This is an optimization exercise on Yosys and OpenROAD, whose aim is small area and a short achievable clock period, not a production implementation.
RTL that was checked went through simulation tests only; none was proved equivalent to the original.
Power figures rest on the tool's default switching activity, not on a simulated workload.

the baseline:
// hpf
module hpf (
    input  wire        clk,
    input  wire        rst,           
    input  wire        op_valid,
    output wire        op_ready,
    input  wire [3:0]  op_sel,
    input  wire [7:0]  op_cmd,        
    input  wire [7:0]  op_plen,       
    input  wire [8:0]  op_flen,       
    input  wire [15:0] op_alg,        
    input  wire        pl_valid,
    input  wire [7:0]  pl_data,
    output wire        pl_ready,
    output wire        tx_valid,
    output wire [7:0]  tx_data,
    input  wire        tx_ready,
    input  wire        rx_valid,
    input  wire        rx_timeout,
    input  wire [7:0]  rx_data,
    output wire        rx_ready,
    output reg         done,
    output wire        busy,
    output reg  [2:0]  session,
    output wire [15:0] mode,
    output reg         mode_valid,
    output reg  [2:0]  res_kind,
    output reg         fb_valid,
    output wire [8:0]  fb_len,
    output reg         info_valid,
    output wire [7:0]  info_n,
    output reg  [15:0] info_pkt,
    output reg  [15:0] info_id,
    output reg  [7:0]  det_count,
    output reg  [3:0]  err_cause,
    output reg  [8:0]  err_len,
    output reg         close_strobe,
    output reg         det_valid,
    output wire [7:0]  det_kind,
    output wire [15:0] det_ax,
    output wire [15:0] det_ay,
    output wire [15:0] det_bx,
    output wire [15:0] det_by
);
For scale: ~860 cells after synthesis, ~210 flip-flops, ~250 I/O pins, roughly 9600 µm² of cells after synthesis.
clock: 6.0 ns
lec_check: 0
cap_margin: 20
core_margin: 2
core_utilization: 40
cts_buf_list: sky130_fd_sc_hd__clkbuf_8
setup_slack_margin: 3.5
slew_margin: 20
standard.sh (not shown) runs the stock make flow with config.mk's settings and CLKGATE_MAP_FILE= SYNTH_SCRIPT=/design/flow/synth_recipe.tcl, a recipe that flattens the netlist after the stock synthesis.
==> flow/flow/run.sh <==
#!/bin/bash
# The standard layout, except that the buffers put on the ports are buf_1 cells
# (the standard flow picks clkdlybuf4s50_1, a delay cell almost three times larger).
set -euo pipefail
bash standard.sh "BUFFER_PORTS_ARGS=-buffer_cell sky130_fd_sc_hd__buf_1" finish > standard_flow.log 2>&1
#### Input delta (the candidate over the baseline)
-- flow/design.v --
<<< the baseline, line 57
    reg        busy_r, ordy_r;
    reg        st_admit, st_tx, st_rx, st_chk, st_fin;
    reg        tx_valid_r, tx_new, pl_ready_r;
    reg        rx_ready_r, rq_v;
    reg        o_open, o_send, o_rdfr, o_rdrs, o_knock, o_setm, o_poll, o_close;
    reg        alg_big;             
    reg [2:0]  alg_q;
>>> the candidate, line 57
    reg        busy_r, ordy_r;
    reg        st_admit, st_tx, st_rx, st_chk, st_fin;
    reg        tx_valid_r, pl_ready_r;
    reg        rx_ready_r, rq_v;
    reg [3:0]  sel_q;
    reg        alg_big;             
    reg [2:0]  alg_q;
<<< the baseline, line 91
    assign det_by   = {sb[7], sb[6]};
    wire accept   = ordy_r && op_valid;
    wire o_resp   = o_rdrs || o_poll;
    wire o_ack    = o_knock || o_setm;
    wire o_txop   = o_send || o_knock || o_setm || o_poll;
    wire reserved = !(o_open || o_send || o_rdfr || o_rdrs || o_knock || o_setm ||
                      o_poll || o_close);
    wire s_uninit = (session == SS_UNINIT);
    wire s_act    = (session == SS_CONN) || (session == SS_MODESET) || (session == SS_POLLING);
>>> the candidate, line 91
    assign det_by   = {sb[7], sb[6]};
    wire accept   = ordy_r && op_valid;
    wire o_open   = (sel_q == OP_OPEN);
    wire o_send   = (sel_q == OP_SEND);
    wire o_rdfr   = (sel_q == OP_READ_FRAME);
    wire o_rdrs   = (sel_q == OP_READ_RESP);
    wire o_knock  = (sel_q == OP_KNOCK);
    wire o_setm   = (sel_q == OP_SET_MODE);
    wire o_poll   = (sel_q == OP_POLL);
    wire o_close  = (sel_q == OP_CLOSE);
    wire o_resp   = o_rdrs || o_poll;
    wire o_ack    = o_knock || o_setm;
    wire o_txop   = o_send || o_knock || o_setm || o_poll;
    wire reserved = (sel_q == 4'h0) || (sel_q > OP_CLOSE);
    wire s_uninit = (session == SS_UNINIT);
    wire s_act    = (session == SS_CONN) || (session == SS_MODESET) || (session == SS_POLLING);
<<< the baseline, line 176
            st_fin       <= 1'b0;
            tx_valid_r   <= 1'b0;
            tx_new       <= 1'b0;
            pl_ready_r   <= 1'b0;
            rx_ready_r   <= 1'b0;
>>> the candidate, line 183
            st_fin       <= 1'b0;
            tx_valid_r   <= 1'b0;
            pl_ready_r   <= 1'b0;
            rx_ready_r   <= 1'b0;
<<< the baseline, line 201
            done       <= st_fin;
            tx_valid_r <= (tx_valid_r && !tx_ready) || tx_load || (pl_ready_r && pl_valid);
            tx_new     <= tx_load || (pl_ready_r && pl_valid);
            pl_ready_r <= (pl_ready_r && !pl_valid) || tx_req_pl;
            rq_v       <= rx_ready_r && rx_valid;
>>> the candidate, line 207
            done       <= st_fin;
            tx_valid_r <= (tx_valid_r && !tx_ready) || tx_load || (pl_ready_r && pl_valid);
            pl_ready_r <= (pl_ready_r && !pl_valid) || tx_req_pl;
            rq_v       <= rx_ready_r && rx_valid;
<<< the baseline, line 238
    always @(posedge clk) begin
        if (ordy_r) begin
            o_open   <= (op_sel == OP_OPEN);
            o_send   <= (op_sel == OP_SEND);
            o_rdfr   <= (op_sel == OP_READ_FRAME);
            o_rdrs   <= (op_sel == OP_READ_RESP);
            o_knock  <= (op_sel == OP_KNOCK);
            o_setm   <= (op_sel == OP_SET_MODE);
            o_poll   <= (op_sel == OP_POLL);
            o_close  <= (op_sel == OP_CLOSE);
            alg_big  <= (op_alg[15:3] != 13'd0) || (op_alg[2:0] == 3'd7);
            alg_q    <= op_alg[2:0];
>>> the candidate, line 243
    always @(posedge clk) begin
        if (ordy_r) begin
            sel_q    <= op_sel;
            alg_big  <= (op_alg[15:3] != 13'd0) || (op_alg[2:0] == 3'd7);
            alg_q    <= op_alg[2:0];
<<< the baseline, line 265
        if ((!st_tx && !st_rx) || (st_tx && ph == 3'd6 && !tx_valid_r))
            sum <= 8'd0;
        else if (tx_new)
            sum <= sum + tx_data_r;
        else if (rq_v)
>>> the candidate, line 263
        if ((!st_tx && !st_rx) || (st_tx && ph == 3'd6 && !tx_valid_r))
            sum <= 8'd0;
        else if (tx_valid_r && tx_ready)
            sum <= sum + tx_data_r;
        else if (rq_v)
Notes after the runs:
- The candidate was carried through to the last stage, and its layout satisfied the timing, design-rule and antenna checks.
- On the candidate: total placed instance area is 80 µm² higher than what the baseline gave.
- Looking only at via count of the first global-routing pass, and setting everything else aside, the higher value of the candidate and the baseline goes to the baseline.
- Re total global-route track usage: the candidate is 0.20 points up on the baseline.
- Compare the candidate and the baseline | clock network fraction of total power lower: the candidate
- The candidate leaves less setup margin than the baseline.

---

== PW ==
Another version of the RTL of hpf (not shown whole).
For scale: about 860 cells after synthesis, roughly 230 flip-flops.
export LEC_CHECK = 0
export CAP_MARGIN = 20
export CORE_MARGIN = 2
export CORE_UTILIZATION = 40
export SETUP_SLACK_MARGIN = 3.5
export SLEW_MARGIN = 20
create_clock -name core_clock -period 6.0 [get_ports {clk}]
Scripts as last shown in full above: flow/flow/run.sh
The inputs of JK differ from those of PW as listed below.
-- flow/design.v --
<<< PW, line 65
    reg [7:0]  cmd_q;               
    reg [7:0]  plen_q;              
    reg [2:0]  ph;                  
    reg [7:0]  tx_data_r;
>>> JK, line 65
    reg [7:0]  cmd_q;               
    reg [7:0]  plen_q;              
    reg [2:0]  p_res;
    reg [3:0]  p_err;
    reg        p_iserr, p_elen, p_fbv;
    reg [2:0]  ph;                  
    reg [7:0]  tx_data_r;
<<< PW, line 168
    wire info_ev  = st_chk && frame_ok && o_resp && !more && c_info;
    wire setm_ev  = st_chk && frame_ok && o_setm && ack_ok;
    wire err_ev   = (st_admit && refuse) || rx_to || (st_chk && chk_err);
    always @(posedge clk) begin
        if (rst) begin
>>> JK, line 171
    wire info_ev  = st_chk && frame_ok && o_resp && !more && c_info;
    wire setm_ev  = st_chk && frame_ok && o_setm && ack_ok;
    always @(posedge clk) begin
        if (rst) begin
<<< PW, line 222
            else if (info_ev)
                info_valid <= 1'b1;
            if (rd_resp || err_ev)
                det_count <= 8'd0;
            else if (det_ev)
                det_count <= det_count + 8'd1;
            if (rd_start || err_ev)
                fb_valid <= 1'b0;
            else if (st_chk && !chk_err && !chk_cont)
                fb_valid <= 1'b1;
            if (busy_r && !st_fin) begin
                res_kind  <= st_chk ? chk_res : ((st_admit && !refuse) || st_tx) ? RK_DONE : RK_NONE;
                err_cause <= st_admit ? (refuse ? ((reserved || state_ok) ? E_CONTRACT : E_BAD_STATE) : E_NONE) :
                             st_rx    ? E_TIMEOUT :
                             st_chk   ? chk_cause : E_NONE;
                err_len   <= (st_chk && chk_err) ? len : 9'd0;
            end
        end
>>> JK, line 224
            else if (info_ev)
                info_valid <= 1'b1;
            if (rd_resp || (st_fin && p_iserr))
                det_count <= 8'd0;
            else if (det_ev)
                det_count <= det_count + 8'd1;
            if (rd_start || (st_fin && p_iserr))
                fb_valid <= 1'b0;
            else if (st_fin && p_fbv)
                fb_valid <= 1'b1;
            if (st_fin) begin
                res_kind  <= p_res;
                err_cause <= p_err;
                err_len   <= p_elen ? len : 9'd0;
            end
        end
<<< PW, line 261
            plen_q <= plen_q - 8'd1;
        end
        if (st_admit)
            ph <= 3'd0;
>>> JK, line 261
            plen_q <= plen_q - 8'd1;
        end
        p_res   <= st_chk ? chk_res : ((st_admit && !refuse) || st_tx) ? RK_DONE : RK_NONE;
        p_err   <= st_admit ? (refuse ? ((reserved || state_ok) ? E_CONTRACT : E_BAD_STATE) : E_NONE) :
                   st_rx    ? E_TIMEOUT :
                   st_chk   ? chk_cause : E_NONE;
        p_iserr <= (st_admit && refuse) || st_rx || (st_chk && chk_err);
        p_elen  <= st_chk && chk_err;
        p_fbv   <= st_chk && !chk_err;
        if (st_admit)
            ph <= 3'd0;
### Flow results
- JK vs. PW: clock tree buffer count of the final layout +6; worst endpoint data arrival time -0.03 ns.
- Changes observed in JK relative to PW: final net count grew by about 2.2%; routed wire length grew by 4.5%; critical path depth shrank by 1.
Function not checked in JK: the RTL went through the layout flow alone.

---

Another version of the RTL of hpf (not shown whole).
Size in the first run: ~850 cells after synthesis, ~250 I/O pins.
export LEC_CHECK = 0
export CAP_MARGIN = 20
export CORE_MARGIN = 2
export CORE_UTILIZATION = 40
export SETUP_SLACK_MARGIN = 3.5
export SLEW_MARGIN = 20
create_clock -name core_clock -period 6.0 [get_ports {clk}]
==> flow/flow/run.sh <==
#!/bin/bash
# The standard layout with two changes to how it is built:
#  - the buffers put on the ports are buf_1 cells (the standard flow picks clkdlybuf4s50_1,
#    a delay cell almost three times larger);
#  - clock tree synthesis adds no dummy loads to its nets.
set -euo pipefail
bash standard.sh "BUFFER_PORTS_ARGS=-buffer_cell sky130_fd_sc_hd__buf_1" \
  "CTS_ARGS=-sink_clustering_enable -repair_clock_nets -dont_use_dummy_load" \
  finish > standard_flow.log 2>&1
The first run ran to the end with no violations.
Edit:
--- a/flow/design.v
+++ b/flow/design.v
@@ -53,30 +53,29 @@
                      E_UNEXPECTED_CMD = 4'd8, E_BAD_STATE = 4'd9, E_CONTRACT = 4'd10;
     localparam [7:0] C_REQUEST = 8'h20, C_INFO = 8'h29, C_BLOCK = 8'h2A,
                      C_ARROW = 8'h2B, C_KNOCK = 8'h2C, C_SET_ALG = 8'h2D,
                      C_OK = 8'h2E;
     reg        busy_r, ordy_r;
     reg        st_admit, st_tx, st_rx, st_chk, st_fin;
     reg        tx_valid_r, tx_new, pl_ready_r;
     reg        rx_ready_r, rq_v;
     reg        o_open, o_send, o_rdfr, o_rdrs, o_knock, o_setm, o_poll, o_close;
-    reg        o_txop;              
     reg        alg_big;             
     reg [2:0]  alg_q;
     reg [2:0]  ph;                  
     reg [7:0]  tx_data_r;
     reg [7:0]  sum;                 
     reg        rq_t;
     reg [7:0]  rq_d;                
     reg [8:0]  idx;                 
     reg [8:0]  len;
     reg        lastq;               
-    reg        pfx_bad, sum_ok, len0;
+    reg        pfx_bad, len0;
     reg        c_ok, c_info, c_det, c_known, c_b0;
     reg        more;                
     reg        dlast;               
     reg [7:0]  sb [0:7];            
     reg [2:0]  mode_r;
     assign op_ready = ordy_r;
     assign busy     = busy_r;
     assign tx_valid = tx_valid_r;
     assign tx_data  = tx_data_r;
@@ -87,18 +86,19 @@
     assign info_n   = info_pkt[7:0];
     assign det_kind = {7'b0010101, c_b0};
     assign det_ax   = {sb[1], sb[0]};
     assign det_ay   = {sb[3], sb[2]};
     assign det_bx   = {sb[5], sb[4]};
     assign det_by   = {sb[7], sb[6]};
     wire accept   = ordy_r && op_valid;
     wire o_resp   = o_rdrs || o_poll;
     wire o_ack    = o_knock || o_setm;
+    wire o_txop   = o_send || o_knock || o_setm || o_poll;
     wire reserved = !(o_open || o_send || o_rdfr || o_rdrs || o_knock || o_setm ||
                       o_poll || o_close);
     wire s_uninit = (session == SS_UNINIT);
     wire s_act    = (session == SS_CONN) || (session == SS_MODESET) || (session == SS_POLLING);
     wire s_mp     = (session == SS_MODESET) || (session == SS_POLLING);
     wire state_ok = o_open ? s_uninit : o_poll ? s_mp : s_act;
     wire args_bad = (o_rdfr && ((len < 9'd6) || (len > 9'd261))) || (o_setm && alg_big);
     wire refuse   = reserved || !state_ok || args_bad;
     wire adm_ok   = st_admit && !refuse;
@@ -122,18 +122,19 @@
     wire rx_done = st_rx && rq_v && !rq_t && lastq;
     reg  [7:0] pfx_byte;
     always @* begin
         case (idx[1:0])
             2'd1:    pfx_byte = 8'h55;
             2'd2:    pfx_byte = 8'hAA;
             default: pfx_byte = 8'h11;
         endcase
     end
+    wire sum_ok   = (sum == {rq_d[6:0], 1'b0});
     wire frame_ok = !pfx_bad && sum_ok;
     wire ack_ok   = len0 && c_ok;
     wire chk_cont = frame_ok && o_resp && (more ? (c_det && !dlast) : (c_info && (sb[0] != 8'd0)));
     wire chk_err  = !frame_ok || (o_ack && !ack_ok) ||
                     (o_resp && (more ? !c_det : !c_known));
     reg  [2:0] chk_res;
     reg  [3:0] chk_cause;
     always @* begin
         chk_res   = RK_NONE;
@@ -238,20 +239,18 @@
         if (ordy_r) begin
             o_open   <= (op_sel == OP_OPEN);
             o_send   <= (op_sel == OP_SEND);
             o_rdfr   <= (op_sel == OP_READ_FRAME);
             o_rdrs   <= (op_sel == OP_READ_RESP);
             o_knock  <= (op_sel == OP_KNOCK);
             o_setm   <= (op_sel == OP_SET_MODE);
             o_poll   <= (op_sel == OP_POLL);
             o_close  <= (op_sel == OP_CLOSE);
-            o_txop   <= (op_sel == OP_SEND) || (op_sel == OP_KNOCK) || (op_sel == OP_SET_MODE) ||
-                        (op_sel == OP_POLL);
             alg_big  <= (op_alg[15:3] != 13'd0) || (op_alg[2:0] == 3'd7);
             alg_q    <= op_alg[2:0];
             case (op_sel)
                 OP_SEND:     idx <= {1'b0, op_cmd};
                 OP_KNOCK:    idx <= {1'b0, C_KNOCK};
                 OP_SET_MODE: idx <= {1'b0, C_SET_ALG};
                 default:     idx <= {1'b0, C_REQUEST};
             endcase
         end
@@ -296,19 +295,18 @@
         end
         if (ordy_r)
             ;    
         else if (st_rx) begin
             if (rq_v)
                 idx <= idx + 9'd1;
         end else if (!((st_admit && o_txop) || (st_tx && ph != 3'd6)))
             idx <= 9'd1;
         if (rq_v) begin
-            sum_ok <= (rq_d == sum);
             if (idx == 9'd4)
                 len0 <= (rq_d == 8'd0);
             if (idx == 9'd5) begin
                 c_ok    <= (rq_d == C_OK);
                 c_info  <= (rq_d == C_INFO);
                 c_det   <= (rq_d == C_BLOCK) || (rq_d == C_ARROW);
                 c_known <= (rq_d == C_REQUEST) || (rq_d == C_INFO) || (rq_d == C_BLOCK) ||
                            (rq_d == C_ARROW) || (rq_d == C_KNOCK) || (rq_d == C_SET_ALG) ||
                            (rq_d == C_OK);
Outcome: The new run completed without violations. Clock-buffer cell count shrinks by 1. Die area falls by 0.48%. Worst setup slack gets worse by 110 ps. Global-route usage rose by 0.16 points. Core utilization shrinks by 0.39 points. Power went up by 0.31%. Maximum frequency drops by 4.4%. Wire length came out higher by 1.1%.
Function was not checked in any run of this note: the RTL went through the layout flow alone.

-- port drivers added, routing unchanged --
In the flow no input, the clock included, has a driving cell. The finished layouts below were timed again as built, in two steps. Step 1 sets driving cells, clkbuf_16 on the clock port and buf_2 on the other inputs (assumed; they add their load-dependent delay and slew). Step 2 also shifts input and output timing later by t, the mid clock arrival at the registers, as if the neighbouring blocks saw the same clock. Three values: ideal ports, drivers, drivers and shift; two values: the first two.
run | t (ns) | setup WS [ns] | worst setup path after step 2 | clock arrival spread, ns | slew at the worst register clock pin (ns)
the baseline | 0.555 | 3.559 / 3.513 / 3.172 | input to register | 0.012 / 0.012 | 0.06 / 0.06
the candidate | 0.569 | 3.380 / 3.380 / 2.811 | input to register | 0.017 / 0.017 | 0.06 / 0.06
PW | 0.556 | 3.574 / 3.530 / 3.229 | input to register | 0.015 / 0.015 | 0.06 / 0.06
JK | 0.560 | 3.603 / 3.556 / 3.309 | input to register | 0.010 / 0.010 | 0.06 / 0.06
the first run of note 3 | 0.537 | 3.566 / 3.522 / 3.183 | input to register | 0.030 / 0.030 | 0.06 / 0.06
the second run of note 3 | 0.541 | 3.454 / 3.407 / 3.198 | input to register | 0.024 / 0.024 | 0.06 / 0.06
After both steps setup and hold are still met in every run listed. The setup slack of the candidate, which loses most, moves by 0.000 ns with the drivers and by -0.569 ns with both steps.
